This design comes from an exercise in tuning for small area on the open sky130 flow, not from production work.
Only simulation tests tie the RTL to the original design; equivalence was not proved.
Power figures rest on the tool's default switching activity, not on a simulated workload.

File: flow/flow/run.sh
#!/bin/bash
# Standard synthesis and layout, with two changes to how the layout is made:
# - port buffers use the smallest buffer cell instead of the default one;
# - the clock tree clusters up to 30 sinks within 80 um per leaf buffer and
#   inserts no dummy loads.
# Each step's full output goes to a log file of its own in the work folder.
set -euo pipefail
export BUFFER_PORTS_ARGS="-buffer_cell sky130_fd_sc_hd__buf_1"
export CTS_ARGS="-sink_clustering_enable -repair_clock_nets -sink_clustering_size 30 -sink_clustering_max_diameter 80 -dont_use_dummy_load"
bash standard.sh synth > synth.log 2>&1
bash standard.sh floorplan > floorplan.log 2>&1
bash standard.sh place > place.log 2>&1
bash standard.sh cts > cts.log 2>&1
bash standard.sh route > route.log 2>&1
bash standard.sh finish > finish.log 2>&1
File: flow/standard.sh
#!/bin/bash
# synth_recipe.tcl (not shown) runs the flow's synth.tcl, then flattens the netlist and writes it again
# the make line also repeats each setting of config.mk as NAME=value (left out here)
make -C /OpenROAD-flow-scripts/flow DESIGN_CONFIG=/design/flow/config.mk WORK_HOME=/design/flow/orfs CLKGATE_MAP_FILE= SYNTH_SCRIPT=/design/flow/synth_recipe.tcl "${@:-finish}"
File: flow/config.mk
export PLATFORM = sky130hd
export DESIGN_NAME = tms6100_core
export DESIGN_NICKNAME = tms6100_core
export VERILOG_FILES = /design/flow/design.v
export SDC_FILE = /design/flow/constraint.sdc
export NUM_CORES = 4
export LEC_CHECK = 0
export CAP_MARGIN = 20
export CORE_MARGIN = 2
export CORE_UTILIZATION = 65
export SLEW_MARGIN = 20
File: flow/constraint.sdc
create_clock -name core_clock -period 12.0 [get_ports {clk}]
set_input_delay 2.4000 -clock core_clock [delete_from_list [all_inputs] [get_ports {clk}]]
set_output_delay 2.4000 -clock core_clock [all_outputs]
set_load 0.01 [all_outputs]
File: flow/design.v
module tms6100_core (
    input  wire        clk,
    input  wire        rst,         
    input  wire        m0,
    input  wire        m1,
    input  wire        hclk,
    input  wire [3:0]  add,
    output wire        data_low,    
    input  wire        rise_ie,
    input  wire        fall_ie,
    input  wire        act_clr,
    output reg         act,
    input  wire        cfg_we,
    input  wire [5:0]  cfg_addr,
    input  wire [15:0] cfg_wdata,
    output wire [15:0] mem_addr,
    input  wire [7:0]  mem_rdata
);
    reg        bank_map  [0:15];
    reg [2:0]  bank_desc [0:15];
    always @(posedge clk) begin
        if (cfg_we && cfg_addr[5:4] == 2'b00) begin
            bank_map[cfg_addr[3:0]]  <= cfg_wdata[3];
            bank_desc[cfg_addr[3:0]] <= cfg_wdata[2:0];
        end
    end
    reg  [1:0]  ph;                  
    reg  [45:0] ring_e [0:3];        
    reg  [45:0] ring_o [0:3];        
    wire [1:0]  wpos   = cfg_addr[2:1] + ph + 2'd1;
    wire        we_b   = cfg_we & (cfg_addr[5:3] == 3'b100);
    wire        we_w   = cfg_we & (cfg_addr[5:3] == 3'b101);
    wire        we_l   = cfg_we & (cfg_addr[5:3] == 3'b110);
    integer p;
    always @(posedge clk) begin
        ph <= ph + 2'd1;
        for (p = 0; p < 4; p = p + 1) begin
            ring_e[p] <= ~ring_e[(p + 3) % 4];
            ring_o[p] <= ~ring_o[(p + 3) % 4];
            if (wpos == p[1:0]) begin
                if (!cfg_addr[0]) begin
                    if (we_b) ring_e[p][45:30] <= p[0] ? ~cfg_wdata        : cfg_wdata;
                    if (we_w) ring_e[p][29:15] <= p[0] ? ~cfg_wdata[14:0]  : cfg_wdata[14:0];
                    if (we_l) ring_e[p][14:0]  <= p[0] ? ~cfg_wdata[14:0]  : cfg_wdata[14:0];
                end else begin
                    if (we_b) ring_o[p][45:30] <= p[0] ? ~cfg_wdata        : cfg_wdata;
                    if (we_w) ring_o[p][29:15] <= p[0] ? ~cfg_wdata[14:0]  : cfg_wdata[14:0];
                    if (we_l) ring_o[p][14:0]  <= p[0] ? ~cfg_wdata[14:0]  : cfg_wdata[14:0];
                end
            end
        end
    end
    function automatic [17:0] inc18(input [17:0] x, input ci);
        integer i;
        reg c;
        begin
            c = ci;
            for (i = 0; i < 18; i = i + 1) begin
                inc18[i] = x[i] ^ c;
                c = x[i] & c;
            end
        end
    endfunction
    function automatic [15:0] add16(input [15:0] x, input [13:0] y);
        integer i;
        reg c, yi;
        begin
            c = 1'b0;
            for (i = 0; i < 16; i = i + 1) begin
                yi = (i < 14) ? y[i] : 1'b0;
                add16[i] = x[i] ^ yi ^ c;
                c = (x[i] & yi) | (x[i] & c) | (yi & c);
            end
        end
    endfunction
    function automatic less15(input [13:0] x, input [14:0] y);
        integer i;
        reg r, nx;
        begin
            r = 1'b0;
            for (i = 0; i < 15; i = i + 1) begin
                nx = (i < 14) ? ~x[i] : 1'b1;
                r = (nx & y[i]) | (nx & r) | (y[i] & r);
            end
            less15 = r;
        end
    endfunction
    localparam [1:0] S_IA = 2'd0,    
                     S_DM = 2'd1,    
                     S_FE = 2'd2,    
                     S_SQ = 2'd3;    
    localparam [2:0] Q_W0  = 3'd0,   
                     Q_C0  = 3'd1,   
                     Q_W1D = 3'd2,   
                     Q_W1  = 3'd3,   
                     Q_C1  = 3'd4;   
    reg [17:0] addr;
    reg [1:0]  st;
    reg [2:0]  cnt;
    reg        pend_a;       
    reg        pend_m;       
    reg        out_latch;
    reg        lat_pend;     
    reg        map;          
    reg [2:0]  dcur;         
    reg        ok_q;         
    reg        pad_q;        
    reg        match_q;      
    reg [7:0]  ptr_lo;       
    reg        m0_q, m1_q, hclk_q;
    wire m0_rise   = m0 & ~m0_q & rise_ie;
    wire m1_rise   = m1 & ~m1_q & rise_ie;
    wire hclk_fall = ~hclk & hclk_q & fall_ie;
    wire [13:0] off     = addr[13:0];
    wire [17:0] addr_p1 = inc18(addr, 1'b1);
    wire        match   = (dcur[2:1] + ph) == 2'd0;
    wire [45:0] fld     = dcur[0] ? ring_o[0] : ring_e[0];
    wire [15:0] base    = fld[45:30];
    wire [14:0] win     = fld[29:15];
    wire [14:0] len     = fld[14:0];
    wire        inwin  = less15(off, win);
    wire        pad    = ~less15(off, len);
    wire        val    = map & inwin & ~pad;     
    assign mem_addr = add16(base, off);
    wire ready  = (st == S_FE) & ok_q;
    wire dummy  = (st == S_DM) & map;
    assign data_low = ready & ~pend_a & ~out_latch;
    wire [2:0] nib_count = (st == S_IA) ? cnt : 3'd0;
    reg [17:0] addr_n;
    reg [1:0]  st_n;
    reg [2:0]  cnt_n;
    reg [7:0]  ptr_lo_n;
    reg        pend_a_n, pend_m_n, out_latch_n, act_n, lat_pend_n;
    always @* begin
        addr_n      = addr;
        st_n        = st;
        cnt_n       = cnt;
        ptr_lo_n    = ptr_lo;
        pend_a_n    = pend_a;
        pend_m_n    = pend_m;
        out_latch_n = out_latch;
        act_n       = act;
        lat_pend_n  = lat_pend;
        if (rst) begin
            st_n        = S_IA;
            cnt_n       = 3'd0;
            pend_a_n    = 1'b0;
            pend_m_n    = 1'b0;
            out_latch_n = 1'b1;
            act_n       = 1'b0;
            lat_pend_n  = 1'b0;
        end else if (st == S_SQ) begin
            case (cnt)
                Q_W0: begin
                    if (match) begin
                        pend_m_n = val;
                        cnt_n    = Q_C0;
                    end
                end
                Q_C0: begin
                    ptr_lo_n     = pend_m ? mem_rdata : 8'h00;
                    addr_n[13:0] = addr_p1[13:0];
                    pend_a_n     = &addr[13:0];
                    cnt_n        = Q_W1D;
                end
                Q_W1D: begin
                    cnt_n = Q_W1;
                end
                Q_W1: begin
                    if (match) begin
                        pend_m_n = val;
                        if (map) begin
                            cnt_n = Q_C1;
                        end else begin
                            st_n     = S_IA;     
                            cnt_n    = 3'd0;
                            pend_a_n = 1'b0;
                            pend_m_n = 1'b0;
                        end
                    end
                end
                default: begin
                    addr_n[7:0]  = ptr_lo;
                    addr_n[13:8] = pend_m ? mem_rdata[5:0] : 6'd0;
                    pend_a_n     = 1'b0;
                    pend_m_n     = 1'b0;
                    st_n         = S_FE;
                    cnt_n        = 3'd0;
                end
            endcase
        end else begin
            if (act_clr)
                act_n = 1'b0;
            if (lat_pend & match_q) begin
                out_latch_n = ~pad_q & mem_rdata[cnt];
                lat_pend_n  = 1'b0;
            end
            if (m1_rise) begin
                pend_a_n = 1'b1;
                act_n    = 1'b1;
            end
            if (m0_rise) begin
                act_n = 1'b1;
                if (st == S_IA) begin
                    cnt_n = 3'd0;            
                end else begin
                    pend_m_n = 1'b1;
                    if (ready)
                        lat_pend_n = 1'b1;
                end
            end
            if (hclk_fall) begin
                pend_a_n = 1'b0;
                pend_m_n = 1'b0;
                if (pend_a & ~pend_m) begin
                    case (nib_count)
                        3'd0: addr_n[3:0]   = add;
                        3'd1: addr_n[7:4]   = add;
                        3'd2: addr_n[11:8]  = add;
                        3'd3: addr_n[15:12] = add;
                        default: addr_n[17:16] = add[1:0];
                    endcase
                    if (nib_count == 3'd4) begin
                        st_n  = S_DM;
                        cnt_n = 3'd0;
                    end else begin
                        st_n  = S_IA;
                        cnt_n = nib_count + 3'd1;
                    end
                end else if (pend_a & pend_m) begin
                    if (dummy) begin
                        st_n  = S_SQ;        
                        cnt_n = Q_W0;
                    end else begin
                        st_n  = S_IA;        
                        cnt_n = 3'd0;
                    end
                end else if (pend_m) begin
                    if (dummy) begin
                        st_n  = S_FE;        
                        cnt_n = 3'd0;
                    end else if (cnt == 3'd7) begin
                        addr_n = addr_p1;    
                        st_n   = S_FE;
                        cnt_n  = 3'd0;
                    end else begin
                        cnt_n = cnt + 3'd1;
                    end
                end
            end
        end
    end
    wire       nxbank = (st == S_SQ) & pend_a & (cnt != Q_C1);
    wire [3:0] bank_l = addr[17:14] + {3'd0, nxbank};
    always @(posedge clk) begin
        m0_q      <= m0;
        m1_q      <= m1;
        hclk_q    <= hclk;
        addr      <= addr_n;
        st        <= st_n;
        cnt       <= cnt_n;
        ptr_lo    <= ptr_lo_n;
        pend_a    <= pend_a_n;
        pend_m    <= pend_m_n;
        out_latch <= out_latch_n;
        act       <= act_n;
        lat_pend  <= lat_pend_n;
        map       <= bank_map[bank_l];
        dcur      <= bank_desc[bank_l];
        match_q   <= match;
        if (match) begin
            ok_q  <= map & inwin;
            pad_q <= pad;
        end
    end
endmodule
==> impl_results.md, run 1 <==
* Gp weighted congestion at 0.885
* Area share of the leading cell type in the synthesized netlist at 43.1%
* RSZ-0062 raised after global routing: false
* Synth warnings at 3
* Number of register bits inferred by synthesis at 480
* Number of buffers added for setup after CTS at 0
* Hold bufs inserted after CTS at 0
* Root buffer selected by CTS: sky130_fd_sc_hd__clkbuf_16
* H-tree depth reported by CTS at 1
* Largest net degree at the start of global routing at 46
* All-layer global routing usage at 26.6%
* Flip-flop cell with the highest count after synthesis: sky130_fd_sc_hd__dfxtp_1
* Share of final-layout standard cells stronger than drive strength 1 at 7.15%
* Total congestion overflow after global routing at 0
* Post-synthesis async set-or-reset flop share at 0%
* Number of antenna violations at the first check in global routing at 1
* Cell type with the largest total area after synthesis: sky130_fd_sc_hd__dfxtp_1
* Final setup violation count at 0
* Worst-margin pin slew at 1070 ps
* Buffers added on ports at 60
* Kind of start point of the critical path: register
* Initial Util at 66.5%
* Vias in the first global route at 10747
* Clk buf depth at 3
* Total clock sinks at 480
* Kind of end point of the critical path: output pin
* Number of buffers added by the clock tree synthesis step at 20
* Synth area leaders: sky130_fd_sc_hd__dfxtp_1 43%, sky130_fd_sc_hd__edfxtp_1 15%, sky130_fd_sc_hd__mux2i_1 12%
* Post-route clock period utilization at 87.0%
* Worst path slowest cell: sky130_fd_sc_hd__buf_4
* Per-instance average area after synthesis at 11.2 um^2
* Final Util at 69.8%
* Die Height at 171 um
* Hold Vio Cnt, Final at 0
* Maximum clock skew at final layout at 71.9 ps
* Number of rows created at floorplan at 60
* Sequence of cells on the critical path: buf_4 > mux2i_1 > fa_1 > inv_1 > fa_1 > fa_1 > fa_1 > fa_1 > fa_1 > fa_1 > fa_1 > fa_1 > fa_1 > fa_1 > fa_1 > fa_1 > ha_1 > xnor2_1 > buf_1
* Relative slew slack at 28.4%
* Post-detailed-route DRC marker count at 0
* Maximum capacitance violations at 0
* Post-layout nets at 1686
* Worst VDD drop at 0.131 mV
* Critical path class: register to output pin
* Number of inserted diodes at 0
* Number of ports placed on the die boundary at 61
* Distinct cell type count of the synthesized netlist at 66
* Vias per cell at 5.77
* Clock tree from TritonCTS: done
* Full die area at 29100 um^2
* Most common cell type on the critical path: sky130_fd_sc_hd__fa_1
* Core Region at 27100 um^2
* EDFF count, synth at 92
* Path class of the lowest-slack min-delay path: register to register
* Share of synthesized area occupied by flip-flops and latches at 58.4%
* Synthesis-to-finish area growth at 4.97%
* Remaining antenna violation count after routing at 0
* Maximum achievable frequency at 95.8 MHz
* Area of the mapped netlist at 18000 um^2
* Area of all placed cells without fillers at 18900 um^2
* Routed wirelength normalized by instance count at 19.4 um
* Result of the run: no timing/DRC/antenna violations
* Final number of max-transition violations at 0
* Crit path max fanout at 45
* Clock latency reported for the late side of the worst-skew pair at 530 ps
* Power per unit of standard cell area at 156 nW/um^2
* Cell count after synthesis at 1606
* Horizontal die dimension at 171 um
* Crit path DAT at 8030 ps
* Clock slew at the register clock pins of the worst setup and hold paths at 110 ps
* Half-perimeter wire length after detailed placement at 25800 um
* Vias post-DR at 11349
* Final routed wirelength across all metal layers at 38200 um
* Tot Pwr at 0.00295 W
* Iteration-0 DRC count of the detailed router at 953
* First-pass GRT wire length at 59900 um
* Data required time of the worst path at 9600 ps
* Largest incremental delay on the critical path at 660 ps
* CTS-repair resized insts at 0
* Fill cell count at 2090
* Count of TritonRoute iterations in the first routing pass at 5
* Total negative slack for setup checks at 0 ps
* Placed cell areas at 18400 um^2
* Min Clock Period, post-route at 10430 ps
* Syn Nets at 1695
* Total leakage power at 7.17 nW
## per-stage QoR
stage          hold slack (ps)  cells  worst slack, ps
6_report                   309   1967             1570
4_1_cts                    314   1965             1450
3_3_place_gp               384   1944             2130
3_5_place_dp               390   1945             2070
5_1_grt                    314   1967             1150
2_1_floorplan              383   1606             2090
## worst max-delay path: cells and delay by family, from the launching register on
kind       cells  cell delay (ps)
xor+xnor       1              160
fa+ha+maj     14             5620
buf+inv        3              880
flops          1              520
mux            1              290
## cells in the mapped netlist (3+ instances only)
cell type	number
sky130_fd_sc_hd__dfxtp_1	388
sky130_fd_sc_hd__nor2_1	262
sky130_fd_sc_hd__mux2i_1	215
sky130_fd_sc_hd__a21oi_1	202
sky130_fd_sc_hd__edfxtp_1	92
sky130_fd_sc_hd__clkbuf_1	83
sky130_fd_sc_hd__nand2_1	57
sky130_fd_sc_hd__ha_1	33
sky130_fd_sc_hd__mux4_2	22
sky130_fd_sc_hd__nor3_1	18
sky130_fd_sc_hd__o21ai_0	16
sky130_fd_sc_hd__inv_1	15
sky130_fd_sc_hd__mux2_2	15
sky130_fd_sc_hd__fa_1	13
sky130_fd_sc_hd__and2_1	12
sky130_fd_sc_hd__nand3_1	12
sky130_fd_sc_hd__o22ai_1	12
sky130_fd_sc_hd__buf_2	11
sky130_fd_sc_hd__a22oi_1	9
sky130_fd_sc_hd__nor2_2	8
sky130_fd_sc_hd__a211oi_1	7
sky130_fd_sc_hd__nand2b_1	7
sky130_fd_sc_hd__buf_1	6
sky130_fd_sc_hd__nor2b_1	6
sky130_fd_sc_hd__xnor2_1	6
sky130_fd_sc_hd__buf_6	5
sky130_fd_sc_hd__nand3b_1	5
sky130_fd_sc_hd__nand4_1	5
sky130_fd_sc_hd__nor4_1	5
sky130_fd_sc_hd__buf_4	4
sky130_fd_sc_hd__or3_1	4
sky130_fd_sc_hd__a221oi_1	3
sky130_fd_sc_hd__a31oi_1	3
sky130_fd_sc_hd__nor3b_1	3
sky130_fd_sc_hd__o31ai_1	3
sky130_fd_sc_hd__xor2_1	3
## placed cells by master (no fill, tap or decap), drive strengths merged, types with 5 or more instances in the layout
cell | netlist | final
edfxtp | 92 | 92
ha | 33 | 33
fa | 13 | 13
buf | 27 | 68
mux2i | 215 | 215
nand4 | 5 | 5
mux4 | 22 | 22
nand2 | 57 | 57
nand2b | 7 | 7
nand3 | 12 | 12
a22oi | 10 | 10
and2 | 12 | 12
nor4 | 5 | 5
o22ai | 12 | 12
clkbuf | 83 | 31
nand3b | 5 | 5
nor3 | 18 | 18
nor2 | 270 | 270
dfxtp | 388 | 388
o21ai | 19 | 19
a21oi | 202 | 202
mux2 | 15 | 15
xnor2 | 6 | 6
nor2b | 6 | 6
a211oi | 8 | 8
inv | 15 | 15
## state kept, by name, indices dropped and copies added, names as in the netlist, 2 cells and up
name,count
st,2
cnt,3
ring_o,184
dcur,3
addr,18
bank_map,16
ring_e,184
ph,2
bank_desc,48
ptr_lo,8
## cell type report
cell class / count / area (um^2) / area share, %
timing repair buffer: 79 / 397 / 2.10
tap: 372 / 465 / 2.46
sequential: 480 / 10500 / 55.7
inverter: 15 / 56.3 / 0.298
clock buffer: 20 / 500 / 2.64
multi-input combinational: 1001 / 6970 / 36.8
## power breakdown
group | switching, W | internal, W | leakage, nW
Combinational | 0.000157 | 0.000121 | 2.69
Clock | 0.000458 | 0.000301 | 0.246
Sequential | 0.0000727 | 0.00184 | 4.23
## kinds of logic (layout without fill, tap and decap cells)
kind of cell	after synthesis	in the layout	synth area share, %
xor gates and xnor gates	9	9	0.437
adders and majority gates	47	47	3.79
and+or+nand+nor	412	412	9.78
buffers and inverters	125	114	3.06
muxes	252	252	15.6
DFF	480	480	58.4
AOI/OAI and AO/OA	281	281	8.90
## metal layers
layer / up-vias / wire (um) / track usage (%)
met5: - / 0 / 0
met4: 0 / 813 / 6.21
met3: 46 / 2010 / 3.15
met2: 279 / 16800 / 41.4
met1: 5475 / 18500 / 40.0
li1: 5549 / - / -
## worst paths after layout
kind	cells after the start	slack, ps	start	endpoint
setup / recovery	19	1570	dcur[0]	mem_addr[15]
hold / removal	1	310	ring_e[2][17]	ring_e[3][17]
setup reg to reg	18	7880	addr[0]	addr[17]
hold reg to reg	1	310	ring_e[2][17]	ring_e[3][17]
==> run 2, diff against run 1 <==
--- a/flow/flow/run.sh
+++ b/flow/flow/run.sh
@@ -3,3 +3,3 @@
 # - port buffers use the smallest buffer cell instead of the default one;
-# - the clock tree clusters up to 30 sinks within 80 um per leaf buffer and
+# - the clock tree clusters up to 28 sinks within 70 um per leaf buffer and
 #   inserts no dummy loads.
@@ -8,3 +8,3 @@
 export BUFFER_PORTS_ARGS="-buffer_cell sky130_fd_sc_hd__buf_1"
-export CTS_ARGS="-sink_clustering_enable -repair_clock_nets -sink_clustering_size 30 -sink_clustering_max_diameter 80 -dont_use_dummy_load"
+export CTS_ARGS="-sink_clustering_enable -repair_clock_nets -sink_clustering_size 28 -sink_clustering_max_diameter 70 -dont_use_dummy_load"
 bash standard.sh synth > synth.log 2>&1
--- a/flow/config.mk
+++ b/flow/config.mk
@@ -9,3 +9,3 @@
 export CORE_MARGIN = 2
-export CORE_UTILIZATION = 65
+export CORE_UTILIZATION = 72
 export SLEW_MARGIN = 20
==> impl_results.md, run 2 <==
* Number of ports placed on the die boundary at 61 (unchanged)
* EDFF count, synth at 92 (unchanged)
* Synthesis-to-finish area growth at 5.23%
* Per-instance average area after synthesis at 11.2 um^2 (unchanged)
* Clock latency reported for the late side of the worst-skew pair at 550 ps (+20 ps)
* Distinct cell type count of the synthesized netlist at 66 (unchanged)
* Vias per cell at 6.09 (+5.6%)
* Count of TritonRoute iterations in the first routing pass at 5 (unchanged)
* Share of synthesized area occupied by flip-flops and latches at 58.4% (unchanged)
* Cell type with the largest total area after synthesis: sky130_fd_sc_hd__dfxtp_1
* Path class of the lowest-slack min-delay path: register to register
* Relative contribution of the clock network to total power at 27.3% (+1.6 points)
* Hold bufs inserted after CTS at 0 (unchanged)
* Synth area leaders: sky130_fd_sc_hd__dfxtp_1 43%, sky130_fd_sc_hd__edfxtp_1 15%, sky130_fd_sc_hd__mux2i_1 12%
* Die Height at 162 um (-4.9%)
* Post-detailed-route DRC marker count at 0 (unchanged)
* Full die area at 26300 um^2 (-9.5%)
* Maximum achievable frequency at 99.1 MHz (+3.5%)
* Final setup violation count at 0 (unchanged)
* Synth warnings at 3 (unchanged)
* RSZ-0062 raised after global routing: false
* Area share of the leading cell type in the synthesized netlist at 43.1% (unchanged)
* Area used by sequential logic in the layout at 10500 um^2 (unchanged)
* Half-perimeter wire length after detailed placement at 25700 um (-0.75%)
* Cell count after synthesis at 1606 (unchanged)
* Horizontal die dimension at 162 um (-4.9%)
* Number of buffers added by the clock tree synthesis step at 24 (+20%)
* Worst-margin pin slew at 1070 ps (-1.96 ps)
* Relative contribution of sequential cells to total power at 63.3% (-1.5 points)
* Area of all placed cells without fillers at 19000 um^2 (+0.25%)
* Number of antenna violations at the first check in global routing at 1 (unchanged)
* Share of the synthesized netlist area taken by xor and xnor gates at 0.437% (unchanged)
* Clock tree from TritonCTS: done
* Post-synthesis compound-gate area fraction at 8.90% (unchanged)
* Core Region at 24500 um^2 (-9.7%)
* Placed cell areas at 18300 um^2 (-0.36%)
* Internal power at 0.00232 W (+2.6%)
* Remaining antenna violation count after routing at 0 (unchanged)
* Post-synthesis async set-or-reset flop share at 0% (unchanged)
* Kind of end point of the critical path: output pin
* Most used standard cell by instance count after synthesis: sky130_fd_sc_hd__dfxtp_1
* Final routed wirelength across all metal layers at 38200 um (+0.10%)
* Most common cell type on the critical path: sky130_fd_sc_hd__fa_1
* Iteration-0 DRC count of the detailed router at 1113 (+17%)
* Power per unit of standard cell area at 159 nW/um^2 (+2.2%)
* Largest net degree at the start of global routing at 43 (-6.5%)
* Sequence of cells on the critical path: mux2_2 > ha_1 > inv_1 > fa_1 > inv_1 > fa_1 > fa_1 > fa_1 > fa_1 > fa_1 > fa_1 > fa_1 > fa_1 > fa_1 > fa_1 > fa_1 > fa_1 > ha_1 > xnor2_1 > buf_1
* Most used standard cells in the synthesized netlist: 388 x sky130_fd_sc_hd__dfxtp_1, 262 x sky130_fd_sc_hd__nor2_1, 215 x sky130_fd_sc_hd__mux2i_1, 202 x sky130_fd_sc_hd__a21oi_1, 92 x sky130_fd_sc_hd__edfxtp_1
* Largest incremental delay on the critical path at 560 ps (-100 ps)
* Clk buf depth at 3 (unchanged)
* Synth Area in Adders at 3.79% (unchanged)
* Clock slew at the register clock pins of the worst setup and hold paths at 90 ps (-20 ps)
* Proportion of total power due to net switching at 23.3% (-0.069 points)
* Maximum clock skew at final layout at 59.9 ps (-12.1 ps)
* Simple-gate share of the synthesized area at 9.78% (unchanged)
* Total leakage power at 7.22 nW (+0.70%)
* Number of buffers added for setup after CTS at 0 (unchanged)
* Vias in the first global route at 11105 (+3.3%)
* H-tree depth reported by CTS at 1 (unchanged)
* Syn Nets at 1695 (unchanged)
* Crit path DAT at 7690 ps (-340 ps)
* Vias post-DR at 11724 (+3.3%)
* Combined area of the multi-input logic cells at 6970 um^2 (about the same)
* Largest family of logic cells by synthesized area: multiplexers
* All-layer global routing usage at 29.2% (+2.7 points)
* Hold Vio Cnt, Final at 0 (unchanged)
* Total clock sinks at 480 (unchanged)
* Gp weighted congestion at 0.938 (+6.0%)
* Post-layout nets at 1691 (+0.30%)
* Final number of max-transition violations at 0 (unchanged)
* Post-route clock period utilization at 84.0% (-2.9 points)
* Root buffer selected by CTS: sky130_fd_sc_hd__clkbuf_16
* Kind of start point of the critical path: register
* Combinational share of power at 9.4% (about the same)
* Number of rows created at floorplan at 57 (-5.0%)
* Initial Util at 73.7% (+7.2 points)
* Total congestion overflow after global routing at 0 (unchanged)
* Flip-flop cell with the highest count after synthesis: sky130_fd_sc_hd__dfxtp_1
* Min Clock Period, post-route at 10090 ps (-349 ps)
* Data required time of the worst path at 9600 ps (about the same)
* Buffers added on ports at 60 (unchanged)
* Share of final-layout standard cells stronger than drive strength 1 at 7.19% (+0.040 points)
* Area of the mapped netlist at 18000 um^2 (unchanged)
* Commonest cells after routing, fill and taps aside: 387 x sky130_fd_sc_hd__dfxtp_1, 260 x sky130_fd_sc_hd__nor2_1, 215 x sky130_fd_sc_hd__mux2i_1
* CTS-repair resized insts at 0 (unchanged)
* Maximum capacitance violations at 0 (unchanged)
* Most common library cell in the layout ignoring fill and taps: sky130_fd_sc_hd__dfxtp_1
* Crit path max fanout at 12 (-73%)
* First-pass GRT wire length at 60300 um (+0.68%)
* Result of the run: no timing/DRC/antenna violations
* Net Sw Power at 0.000703 W (+2.2%)
* Critical path class: register to output pin
* Worst VDD drop at 0.159 mV (+21%)
* Total negative slack for setup checks at 0 ps (unchanged)
* Number of register bits inferred by synthesis at 480 (unchanged)
* Portion of netlist area occupied by mux cells at 15.6% (unchanged)
* Fill cell count at 1633 (-22%)
* Routed wirelength normalized by instance count at 19.8 um (+2.3%)
* Worst path slowest cell: sky130_fd_sc_hd__dfxtp_2
* Relative slew slack at 28.5% (+0.13 points)
==> run 2: cell counts after synthesis <==
Identical to the previous run, type by type.
==> run 2: final timing paths <==
path | from | end | slack (ps) | cells past startpoint
worst max-delay path | dcur[0] | mem_addr[15] | 1910 | 20
worst min-delay path | ring_e[2][18] | ring_e[3][18] | 350 | 1
worst max register to register | addr[0] | addr[17] | 7910 | 18
worst min register to register | ring_e[2][18] | ring_e[3][18] | 350 | 1
==> run 2: per-stage QoR <==
| step | util, % | hold WS [ps] | instances | total power, W | worst slack [ps] |
|---|---|---|---|---|---|
| 3_3_place_gp | 74.8 | 385 | 1896 | 0.00221 | 2480 |
| 4_1_cts | 77.3 | 356 | 1921 | 0.00303 | 1830 |
| 6_report | 77.6 | 351 | 1925 | 0.00302 | 1910 |
| 3_5_place_dp | 74.8 | 391 | 1897 | 0.00223 | 2460 |
| 2_1_floorplan | - | 383 | 1606 | 0.00212 | 2090 |
| 5_1_grt | 77.5 | 376 | 1924 | 0.00313 | 1640 |
==> run 2: per-layer routing <==
metal  wire length [um]  vias to the layer above  global-route usage [%]
met5                  0                        -                       0
met1              17300                     5681                    43.2
met3               2620                       63                    3.70
met4               1090                        0                    8.29
met2              17200                      419                    46.0
li1                   -                     5561                       -
==> run 2: kinds of logic after synthesis <==
kind of cell / count (synthesis)
AO/OA/AOI/OAI: 281
XOR/XNOR: 9
adder cells (fa/ha/maj): 47
buffers and inverters: 125
flip-flops: 480
multiplexers: 252
AND/OR/NAND/NOR: 412
==> run 2: power by group through the flow <==
stage | Clock (W) | Sequential (W) | Combinational (W)
global placement | 0 | 0.00194 | 0.000266
global route | 0.000890 | 0.00193 | 0.000314
CTS | 0.000832 | 0.00191 | 0.000283
floorplan | 0 | 0.00192 | 0.000203
finish | 0.000825 | 0.00191 | 0.000284
detailed placement | 0 | 0.00195 | 0.000279
==> run 2: critical path, delay by kind of cell, from the launching register on <==
| family | cells | cell delay, ps |
|---|---|---|
| xor gates and xnor gates | 1 | 140 |
| adders and majority gates | 15 | 5780 |
| buffers and inverters | 3 | 290 |
| DFF | 1 | 560 |
| muxes | 1 | 380 |
==> run 2: final cells by class <==
| type | count | share of cell area, % |
|---|---|---|
| sequential | 480 | 55.5 |
| multi-input combinational | 1001 | 36.7 |
| clock buffer | 24 | 3.17 |
| tap | 324 | 2.14 |
| timing repair buffer | 80 | 2.13 |
| inverter | 15 | 0.297 |
| antenna | 1 | 0.0132 |
==> run 3, diff against run 2 <==
--- a/flow/design.v
+++ b/flow/design.v
@@ -93,3 +93,2 @@
                      Q_C0  = 3'd1,   
-                     Q_W1D = 3'd2,   
                      Q_W1  = 3'd3,   
@@ -103,4 +102,2 @@
     reg        lat_pend;     
-    reg        map;          
-    reg [2:0]  dcur;         
     reg        ok_q;         
@@ -115,2 +112,6 @@
     wire [17:0] addr_p1 = inc18(addr, 1'b1);
+    wire        nxbank  = (st == S_SQ) & pend_a & (cnt != Q_C1);
+    wire [3:0]  bank_l  = addr[17:14] + {3'd0, nxbank};
+    wire        map     = bank_map[bank_l];        
+    wire [2:0]  dcur    = bank_desc[bank_l];       
     wire        match   = (dcur[2:1] + ph) == 2'd0;
@@ -163,6 +164,3 @@
                     pend_a_n     = &addr[13:0];
-                    cnt_n        = Q_W1D;
-                end
-                Q_W1D: begin
-                    cnt_n = Q_W1;
+                    cnt_n        = Q_W1;
                 end
@@ -252,4 +250,2 @@
     end
-    wire       nxbank = (st == S_SQ) & pend_a & (cnt != Q_C1);
-    wire [3:0] bank_l = addr[17:14] + {3'd0, nxbank};
     always @(posedge clk) begin
@@ -267,4 +263,2 @@
         lat_pend  <= lat_pend_n;
-        map       <= bank_map[bank_l];
-        dcur      <= bank_desc[bank_l];
         match_q   <= match;
--- a/flow/flow/run.sh
+++ b/flow/flow/run.sh
@@ -3,3 +3,3 @@
 # - port buffers use the smallest buffer cell instead of the default one;
-# - the clock tree clusters up to 28 sinks within 70 um per leaf buffer and
+# - the clock tree clusters up to 30 sinks within 80 um per leaf buffer and
 #   inserts no dummy loads.
@@ -8,3 +8,3 @@
 export BUFFER_PORTS_ARGS="-buffer_cell sky130_fd_sc_hd__buf_1"
-export CTS_ARGS="-sink_clustering_enable -repair_clock_nets -sink_clustering_size 28 -sink_clustering_max_diameter 70 -dont_use_dummy_load"
+export CTS_ARGS="-sink_clustering_enable -repair_clock_nets -sink_clustering_size 30 -sink_clustering_max_diameter 80 -dont_use_dummy_load"
 bash standard.sh synth > synth.log 2>&1
--- a/flow/config.mk
+++ b/flow/config.mk
@@ -9,3 +9,3 @@
 export CORE_MARGIN = 2
-export CORE_UTILIZATION = 72
+export CORE_UTILIZATION = 65
 export SLEW_MARGIN = 20
==> impl_results.md, run 3 <==
* Number of cells on the worst hold path at 1 (unchanged)
* Share of the synthesized netlist area taken by xor and xnor gates at 0.686% (+0.25 points)
* Gp weighted congestion at 0.947 (+1.0%)
* Distinct cell type count of the synthesized netlist at 69 (+4.5%)
* Full die area at 29400 um^2 (+12%)
* Number of rows created at floorplan at 61 (+7.0%)
* Power per unit of standard cell area at 154 nW/um^2 (-3.4%)
* Post-layout nets at 1722 (+1.8%)
* Worst-margin pin slew at 1100 ps (+28.2 ps)
* Buffers added on ports at 60 (unchanged)
* Cell count after synthesis at 1636 (+1.9%)
* Total congestion overflow after global routing at 0 (unchanged)
* Clock tree from TritonCTS: done
* Worst VDD drop at 0.134 mV (-16%)
* Min Clock Period, post-route at 11550 ps (+1470 ps)
* Per-instance average area after synthesis at 11.1 um^2 (-0.70%)
* Most common library cell in the layout ignoring fill and taps: sky130_fd_sc_hd__dfxtp_1
* Synthesis-to-finish area growth at 5.68%
* Beginning of the worst hold path: ring_e[2][30]
* Result of the run: no timing/DRC/antenna violations
* Most common cell type on the critical path: sky130_fd_sc_hd__fa_1
* Clk buf depth at 3 (unchanged)
* Initial Util at 65.8% (-7.9 points)
* Area share of the leading cell type in the synthesized netlist at 42.2% (-0.93 points)
* Number of buffers added by the clock tree synthesis step at 20 (-17%)
* Commonest cells after routing, fill and taps aside: 383 x sky130_fd_sc_hd__dfxtp_1, 234 x sky130_fd_sc_hd__mux2i_1, 232 x sky130_fd_sc_hd__nor2_1
* Maximum achievable frequency at 86.6 MHz (-13%)
* Flip-flop cell with the highest count after synthesis: sky130_fd_sc_hd__dfxtp_1
* Cell type with the largest total area after synthesis: sky130_fd_sc_hd__dfxtp_1
* Synth warnings at 3 (unchanged)
* Half-perimeter wire length after detailed placement at 27600 um (+7.6%)
* Syn Nets at 1724 (+1.7%)
* Hold bufs inserted after CTS at 0 (unchanged)
* Most used standard cells in the synthesized netlist: 384 x sky130_fd_sc_hd__dfxtp_1, 242 x sky130_fd_sc_hd__nor2_1, 234 x sky130_fd_sc_hd__mux2i_1, 210 x sky130_fd_sc_hd__a21oi_1, 95 x sky130_fd_sc_hd__clkbuf_1
* Core Region at 27700 um^2 (+13%)
* Worst Hold Margin at 365 ps (+14.6 ps)
* Total leakage power at 7.40 nW (+2.4%)
* Worst Reg2Reg Path Length in Cells at 18 (unchanged)
* Count of TritonRoute iterations in the first routing pass at 5 (unchanged)
* Combined area of the multi-input logic cells at 7270 um^2 (+4.3%)
* Worst path slowest cell: sky130_fd_sc_hd__mux4_2
* Final number of max-transition violations at 0 (unchanged)
* Vias per cell at 5.86 (-3.9%)
* Share of final-layout standard cells stronger than drive strength 1 at 7.35% (+0.17 points)
* End of the worst register-to-register path: pend_m
* Total clock sinks at 476 (-0.83%)
* Largest family of logic cells by synthesized area: multiplexers
* Fill cell count at 2102 (+29%)
* First-pass GRT wire length at 63000 um (+4.5%)
* Post-detailed-route DRC marker count at 0 (unchanged)
* Area of the mapped netlist at 18200 um^2 (+1.2%)
* H-tree depth reported by CTS at 1 (unchanged)
* Relative contribution of the clock network to total power at 25.9% (-1.4 points)
* Largest net degree at the start of global routing at 41 (-4.7%)
* Crit path DAT at 9150 ps (+1460 ps)
* Relative slew slack at 26.8% (-1.7 points)
* Origin of the critical flop-to-flop path: cnt[1]
* Clock slew at the register clock pins of the worst setup and hold paths at 110 ps (+20 ps)
* Number of antenna violations at the first check in global routing at 0 (-1)
* Remaining antenna violation count after routing at 0 (unchanged)
* Number of ports placed on the die boundary at 61 (unchanged)
* Root buffer selected by CTS: sky130_fd_sc_hd__clkbuf_16
* EDFF count, synth at 92 (unchanged)
* Number of inserted diodes at 0 (-1)
* Die Height at 171 um (+5.7%)
* Iteration-0 DRC count of the detailed router at 828 (-26%)
* All-layer global routing usage at 28.0% (-1.3 points)
* Maximum clock skew at final layout at 38.1 ps (-21.8 ps)
* Final routed wirelength across all metal layers at 40600 um (+6.3%)
* Kind of end point of the critical path: output pin
* Hold Vio Cnt, Final at 0 (unchanged)
* CP bufs+invs at 4 (+1)
* Post-route clock period utilization at 96.3% (+12 points)
* Path class of the lowest-slack min-delay path: register to register
* Post-synthesis compound-gate area fraction at 9.32% (+0.43 points)
* Synth area leaders: sky130_fd_sc_hd__dfxtp_1 42%, sky130_fd_sc_hd__edfxtp_1 15%, sky130_fd_sc_hd__mux2i_1 13%
* Data required time of the worst path at 9600 ps (about the same)
* Most used standard cell by instance count after synthesis: sky130_fd_sc_hd__dfxtp_1
* Largest incremental delay on the critical path at 560 ps (about the same)
* Crit path max fanout at 6 (-6)
* Maximum capacitance violations at 0 (unchanged)
* Critical path class: register to output pin
* Synth Area in Adders at 3.74% (-0.050 points)
* Critical path's top delay family: adder cells
* Clock latency reported for the late side of the worst-skew pair at 550 ps (about the same)
* Proportion of total power due to net switching at 24.0% (+0.75 points)
* Number of register bits inferred by synthesis at 476 (-0.83%)
* Share of synthesized area occupied by flip-flops and latches at 57.3% (-1.1 points)
* Portion of netlist area occupied by mux cells at 16.4% (+0.78 points)
* Relative contribution of sequential cells to total power at 64.3% (+1.0 points)
* Vias in the first global route at 11113 (+0.072%)
* Routed wirelength normalized by instance count at 20.2 um (+1.8%)
* Internal power at 0.00225 W (-2.9%)
* End point of the most critical hold path: ring_e[3][30]
* Area used by sequential logic in the layout at 10500 um^2 (-0.76%)
* Total negative slack for setup checks at 0 ps (unchanged)
* RSZ-0062 raised after global routing: false
* Vias post-DR at 11769 (+0.38%)
* Combinational share of power at 9.8% (+0.4 points)
* Post-synthesis async set-or-reset flop share at 0% (unchanged)
* Simple-gate share of the synthesized area at 9.34% (-0.44 points)
* Final setup violation count at 0 (unchanged)
* Worst R2R Setup Slack at 6740 ps (-1170 ps)
* Net Sw Power at 0.000712 W (+1.3%)
* Kind of start point of the critical path: register
* Horizontal die dimension at 171 um (+5.7%)
==> run 3: area by class of cell <==
class / instances / share of cell area (%)
clock buffer: 20 / 2.60
inverter: 39 / 0.760
multi-input combinational: 1014 / 37.7
sequential: 476 / 54.2
tap: 378 / 2.45
timing repair buffer: 83 / 2.21
==> run 3: worst max-delay path by stage <==
stage                       from           end  depth (start not counted)
after detailed placement  cnt[0]  mem_addr[15]                         28
after global routing      cnt[1]  mem_addr[15]                         28
final                     cnt[1]  mem_addr[15]                         28
after global placement    cnt[0]  mem_addr[15]                         28
after floorplan           cnt[0]  mem_addr[15]                         33
after CTS                 cnt[0]  mem_addr[15]                         28
==> run 3: power by group through the flow <==
stage / logic (W) / registers [W] / clock network (W)
after floorplan: 0.000203 / 0.00191 / 0
after global placement: 0.000278 / 0.00193 / 0
after detailed placement: 0.000286 / 0.00194 / 0
after CTS: 0.000289 / 0.00190 / 0.000779
after global routing: 0.000327 / 0.00192 / 0.000832
final: 0.000290 / 0.00191 / 0.000768
==> run 3: layer usage <==
metal  global-route usage (%)  up-vias  wire length (um)
met5                        0        -                 0
met4                     7.04        0              1060
met3                     4.51       61              2450
met2                     43.1      311             17800
met1                     41.5     5710             19300
li1                         -     5687                 -
==> run 3: timing repair <==
item / CTS / global route
gates resized for setup: 1 / 6
setup buffers: 0 / 1
hold endpoints to repair: 0 / 0
endpoints found under the setup margin: 1 / 3
pin swaps: 0 / 1
==> run 3: cells by family (layout without fill, tap and decap cells) <==
group	Yosys count	after routing
AO/OA/AOI/OAI	296	296
XOR/XNOR	10	10
adder cells (fa/ha/maj)	47	47
buffers and inverters	146	142
flip-flops	476	476
multiplexers	267	267
AND/OR/NAND/NOR	394	394
==> run 3: through the flow <==
| step | cells | cell area [um^2] | power, W | utilization, % | worst slack (ps) |
|---|---|---|---|---|---|
| global route | 2010 | 19300 | 0.00308 | 69.6 | 44.5 |
| finish | 2010 | 19300 | 0.00296 | 69.6 | 449 |
| CTS | 2006 | 19200 | 0.00297 | 69.2 | 31.2 |
| floorplan | 1636 | 18200 | 0.00211 | - | 633 |
| global placement | 1986 | 18700 | 0.00221 | 67.4 | 623 |
| detailed placement | 1986 | 18700 | 0.00223 | 67.4 | 518 |

re-timing with driven ports:
In the flow no input, the clock included, has a driving cell. The finished layouts below were timed again as built, in two steps.
Step 1 (the two cells are an assumption about what drives the block):
set clk [get_ports {clk}]
set_driving_cell -lib_cell sky130_fd_sc_hd__clkbuf_16 $clk
set_driving_cell -lib_cell sky130_fd_sc_hd__buf_2 [delete_from_list [all_inputs] $clk]
Step 2 times the ports against the registers' clock, not the clock port: input delays grow and output delays shrink by t, the midpoint of the rising clock arrivals with the driver on.
Three values: ideal, step 1, step 2; two values: the first two.
| run | shift t [ns] | setup slack, ns | latest minus earliest clock arrival (ns) | worst data-port slew with drivers (ns) |
|---|---|---|---|---|
| run 1 | 0.554 | 1.565 / 1.515 / 2.069 | 0.087 / 0.088 | 0.07 |
| run 2 | 0.572 | 1.914 / 1.864 / 2.436 | 0.065 / 0.065 | 0.08 |
| run 3 | 0.583 | 0.449 / 0.398 / 0.980 | 0.039 / 0.039 | 0.05 |
After both steps setup and hold are still met in every run listed.
